Context: an optimization exercise on an open-source flow, tuned for small area, a short achievable clock period and few clock cycles per item. The choices shown serve that exercise and are no tape-out recipe.
In this exercise RTL edits were held to simulation tests only and were not proved equivalent to the original.

## build 32
// lbp_pixel_unit
module lbp_pixel_unit (
    input  wire         clk,
    input  wire         rst,
    input  wire         in_valid,
    output wire         in_ready,
    input  wire [7:0]   in_cen,       
    input  wire [511:0] in_samples,   
    input  wire [7:0]   in_p,         
    input  wire [63:0]  in_band,      
    input  wire         in_rule,      
    input  wire         in_order,     
    input  wire [1:0]   in_post,      
    output wire         out_valid,
    input  wire         out_ready,
    output wire [7:0]   out_code,
    output wire [3:0]   out_ecode
);
Size in the first run: about 8,000 cells after synthesis, about 130 flip-flops, roughly 49,000 µm² of cells after synthesis.
==> flow/config.mk <==
export PLATFORM = sky130hd
export DESIGN_NAME = lbp_pixel_unit
export DESIGN_NICKNAME = lbp_pixel_unit
export VERILOG_FILES = /design/flow/design.v
export SDC_FILE = /design/flow/constraint.sdc
export NUM_CORES = 4
export LEC_CHECK = 0
export ABC_AREA = 1
export CAP_MARGIN = 20
export CORE_MARGIN = 2
export CORE_UTILIZATION = 40
export SLEW_MARGIN = 20
==> flow/constraint.sdc <==
create_clock -name core_clock -period 20.0 [get_ports {clk}]
set_input_delay 4.0000 -clock core_clock [delete_from_list [all_inputs] [get_ports {clk}]]
set_output_delay 4.0000 -clock core_clock [all_outputs]
set_load 0.01 [all_outputs]
standard.sh (not shown) runs the stock make flow with config.mk's settings and CLKGATE_MAP_FILE= SYNTH_SCRIPT=/design/flow/synth_recipe.tcl, a recipe that flattens the netlist after the stock synthesis.
==> flow/flow/run.sh <==
#!/bin/bash
# The standard layout (the standard.sh, unchanged synthesis and steps),
# with the port buffers made of sky130_fd_sc_hd__buf_2 instead of the
# default delay buffer (every input and output port still gets its buffer),
# and timing repair asked to leave 11 ns of setup slack at the design's
# clock period, so that it works on the paths that set the achieved period.
set -o pipefail
cd "$(dirname "$0")/.."
export BUFFER_PORTS_ARGS="-buffer_cell sky130_fd_sc_hd__buf_2"
bash standard.sh SETUP_SLACK_MARGIN=11 finish > standard.log 2>&1
Testbench counts of build 32, summed over its fixed seeds: cycles 25,534, items 16,000.
Inputs modified between build 32 and build 39:
- a deleted ABC_AREA that had been 1
==> flow/flow/run.sh <==
#!/bin/bash
# The standard layout (the standard.sh, unchanged synthesis and steps),
# with the port buffers made of sky130_fd_sc_hd__buf_2 instead of the
# default delay buffer: every input and output port still gets its buffer.
set -o pipefail
cd "$(dirname "$0")/.."
export BUFFER_PORTS_ARGS="-buffer_cell sky130_fd_sc_hd__buf_2"
bash standard.sh > standard.log 2>&1
### Flow results
- Cmp build 39 and build 32 / fraction of area in multi-input gates / higher: build 39
- a2111oi_1 as the cell at the slowest stage of the critical path was reported by build 32, and a211oi_1 by build 39.
- Build 39 -> build 32: flip-flop and latch count delta 0, exact match
- Diff build 32 -> build 39: cell area fell by 9200 µm²; core occupancy in the finished layout fell by 7.6 points.
--- input diff build 39..build 14 ---
==> flow/run.sh (new file) <==
#!/bin/bash
# synth_recipe.tcl (not shown) runs the flow's synth.tcl, then flattens the netlist and writes it again
# the make line also repeats each setting of config.mk as NAME=value (left out here)
make -C /OpenROAD-flow-scripts/flow DESIGN_CONFIG=/design/flow/config.mk WORK_HOME=/design/flow/orfs CLKGATE_MAP_FILE= SYNTH_SCRIPT=/design/flow/synth_recipe.tcl finish
removed: flow/flow/run.sh
removed: flow/standard.sh
Findings:
- Build 14 vs. build 39: delay of the slowest cell on the worst path shows a reduction of 200 ps, buffer count excluding the clock tree in the final layout shows a reduction of 7, post-detailed-placement half-perimeter wirelength shows an increase of 4300 µm, critical path depth in cells shows a reduction of 6, layout-stage area growth over the synthesis result shows an increase of 6.2 points.
- Build 14 ended with more part of the cycle the worst path needs than build 39.
- In build 14 the pin slew with the least headroom to its limit turned out 24 ps lower than in build 39.
- Build 14 vs build 39, start point of the critical path: in_band[53] vs bn_r[0]$_DFF_P_
- End point of the critical path: r_bits[7]$_DFFE_PP_ -> build 39, m_e[6]$_DFF_P_ -> build 14

---

Another version of the RTL of lbp_pixel_unit (not shown whole).
For scale: roughly 8300 cells after synthesis, roughly 49000 um2 of cells after synthesis.
==> flow/config.mk <==
export PLATFORM = sky130hd
export DESIGN_NAME = lbp_pixel_unit
export DESIGN_NICKNAME = lbp_pixel_unit
export VERILOG_FILES = /design/flow/design.v
export SDC_FILE = /design/flow/constraint.sdc
export NUM_CORES = 4
export LEC_CHECK = 0
export ABC_AREA = 1
export CAP_MARGIN = 20
export CORE_MARGIN = 2
export CORE_UTILIZATION = 40
export SLEW_MARGIN = 20
==> flow/constraint.sdc <==
create_clock -name core_clock -period 20.0 [get_ports {clk}]
set_input_delay 4.0000 -clock core_clock [delete_from_list [all_inputs] [get_ports {clk}]]
set_output_delay 4.0000 -clock core_clock [all_outputs]
set_load 0.01 [all_outputs]
==> flow/flow/run.sh <==
#!/bin/bash
# The standard layout (the standard.sh, unchanged synthesis and steps),
# with the port buffers made of sky130_fd_sc_hd__buf_2 instead of the
# default delay buffer (every input and output port still gets its buffer),
# and timing repair asked to leave 11 ns of setup slack at the design's
# clock period, so that it works on the paths that set the achieved period.
set -o pipefail
cd "$(dirname "$0")/.."
export BUFFER_PORTS_ARGS="-buffer_cell sky130_fd_sc_hd__buf_2"
bash standard.sh SETUP_SLACK_MARGIN=11 finish > standard.log 2>&1
Testbench counts at the start, summed over its fixed seeds: cycles 25,534, items 16,000.
Rerun with:
==> flow/flow/run.sh (replaced) <==
#!/bin/bash
# The standard layout (the standard.sh, unchanged synthesis and steps),
# with the port buffers made of sky130_fd_sc_hd__buf_2 instead of the
# default delay buffer (every input and output port still gets its buffer),
# and timing repair asked to leave 10 ns of setup slack at the design's
# clock period, so that it works on the paths that set the achieved period.
set -o pipefail
cd "$(dirname "$0")/.."
export BUFFER_PORTS_ARGS="-buffer_cell sky130_fd_sc_hd__buf_2"
bash standard.sh SETUP_SLACK_MARGIN=10 finish > standard.log 2>&1
Outcome: The new run completed with no timing, DRC or antenna violations; maximum frequency decreases by a little under a tenth; area after synthesis is unchanged; setup slack gets worse by 0.76 ns; global-route usage decreases by 0.85 points.
Rerun with:
==> flow/flow/run.sh (replaced) <==
#!/bin/bash
# The standard layout (the standard.sh, unchanged synthesis and steps),
# with the port buffers made of sky130_fd_sc_hd__buf_2 instead of the
# default delay buffer (every input and output port still gets its buffer),
# and timing repair asked to leave 10.5 ns of setup slack at the design's
# clock period, so that it works on the paths that set the achieved period.
set -o pipefail
cd "$(dirname "$0")/.."
export BUFFER_PORTS_ARGS="-buffer_cell sky130_fd_sc_hd__buf_2"
bash standard.sh SETUP_SLACK_MARGIN=10.5 finish > standard.log 2>&1
Result:
- wire length rises by 1.6%
- synthesized area stays the same
- clock-buffer cell count does not change
- setup slack improved by 0.40 ns
- global-route usage rises by 0.41 points
Rerun with:
==> flow/flow/run.sh (replaced) <==
#!/bin/bash
# The standard layout (the standard.sh, unchanged synthesis and steps),
# with the port buffers made of sky130_fd_sc_hd__buf_2 instead of the
# default delay buffer (every input and output port still gets its buffer),
# and timing repair asked to leave 9.5 ns of setup slack at the design's
# clock period, so that it works on the paths that set the achieved period.
set -o pipefail
cd "$(dirname "$0")/.."
export BUFFER_PORTS_ARGS="-buffer_cell sky130_fd_sc_hd__buf_2"
bash standard.sh SETUP_SLACK_MARGIN=9.5 finish > standard.log 2>&1
- The new run completed with no timing, DRC or antenna violations
- non-clock buffer count is lower by 118
- utilization is lower by 2.4 points
- global-route usage is lower by 0.58 points
- synthesized area stays the same
- sequential share of layout area is higher by 0.23 points

---

run 1:
lbp_pixel_unit again, from the RTL that the note above started with.
export LEC_CHECK = 0
export CAP_MARGIN = 20
export CORE_MARGIN = 2
export CORE_UTILIZATION = 40
export SLEW_MARGIN = 20
create_clock -name core_clock -period 20.0 [get_ports {clk}]
==> flow/flow/run.sh <==
#!/bin/bash
# The standard layout (the standard.sh, unchanged synthesis and steps),
# with the port buffers made of sky130_fd_sc_hd__buf_2 instead of the
# default delay buffer: every input and output port still gets its buffer.
set -o pipefail
cd "$(dirname "$0")/.."
export BUFFER_PORTS_ARGS="-buffer_cell sky130_fd_sc_hd__buf_2"
bash standard.sh > standard.log 2>&1
Per the final summary, run 1 finished and its layout is clean on timing, DRC and antenna.
Testbench counts of run 1, summed over its fixed seeds: cycles 25,534, items 16,000.
> inputs changed (run 1 -> run 2)
diff --git a/flow/flow/run.sh b/flow/flow/run.sh
--- a/flow/flow/run.sh
+++ b/flow/flow/run.sh
@@ -4 +4,3 @@
-# default delay buffer: every input and output port still gets its buffer.
+# default delay buffer (every input and output port still gets its buffer),
+# and timing repair asked to leave 9 ns of setup slack at the design's
+# clock period, so that it works on the paths that set the achieved period.
@@ -8 +10 @@
-bash standard.sh > standard.log 2>&1
+bash standard.sh SETUP_SLACK_MARGIN=9 finish > standard.log 2>&1
[summary]
m_sig[23]$_DFF_P_ as the capturing element of the worst setup path was reported by run 2, and r_bits[6]$_DFFE_PP_ by run 1. From run 2 to run 1, number of tap cells inserted did not move at all. reg -> reg as the path type of the worst setup path was reported by run 1, and in -> reg by run 2. Going from run 1 to run 2, the post-route met1 wirelength was found to have gone up by 650 um.

[what the ideal ports hide]
In the flow no input, the clock included, has a driving cell. The finished layouts below were timed again as built, in two steps. Step 1: set_driving_cell puts a clkbuf_16 on clk and a buf_2 on each other input, an assumption about the parent block. Step 2 adds t to the input delays and takes it off the output delays; t is the mean of the earliest and latest rising clock arrival at the registers after step 1. Input paths then give back, and output paths get back, about the clock's delay inside the block. Slacks: ideal ports / drivers / drivers and shift; pairs: ideal ports / drivers.
run | shift t [ns] | setup WS [ns] | worst setup path after step 2 | worst slew at a driven data input, ns | pins driven straight from the clock port
build 32 | 0.546 | 11.093 / 11.082 / 10.536 | input to register | 0.25 | 1
build 39 | 0.575 | 7.097 / 7.097 / 6.873 | input to register | 0.26 | 1
build 14 | 0.554 | 6.875 / 6.926 / 6.371 | input to register | 0.23 | 1
the first run of note 2 | 0.541 | 11.006 / 10.986 / 10.599 | input to register | 0.20 | 1
the second run of note 2 | 0.540 | 10.245 / 10.272 / 9.733 | input to register | 0.22 | 1
the third run of note 2 | 0.537 | 10.645 / 10.624 / 10.201 | input to register | 0.21 | 1
the fourth run of note 2 | 0.541 | 9.895 / 9.895 / 9.441 | input to register | 0.21 | 1
run 1 | 0.523 | 7.227 / 7.227 / 6.841 | input to register | 0.37 | 1
run 2 | 0.530 | 9.119 / 9.154 / 8.624 | input to register | 0.41 | 1
After both steps every run listed still meets setup and hold. The setup slack of build 32, which loses most, moves by -0.011 ns with the drivers and by -0.557 ns with both steps.
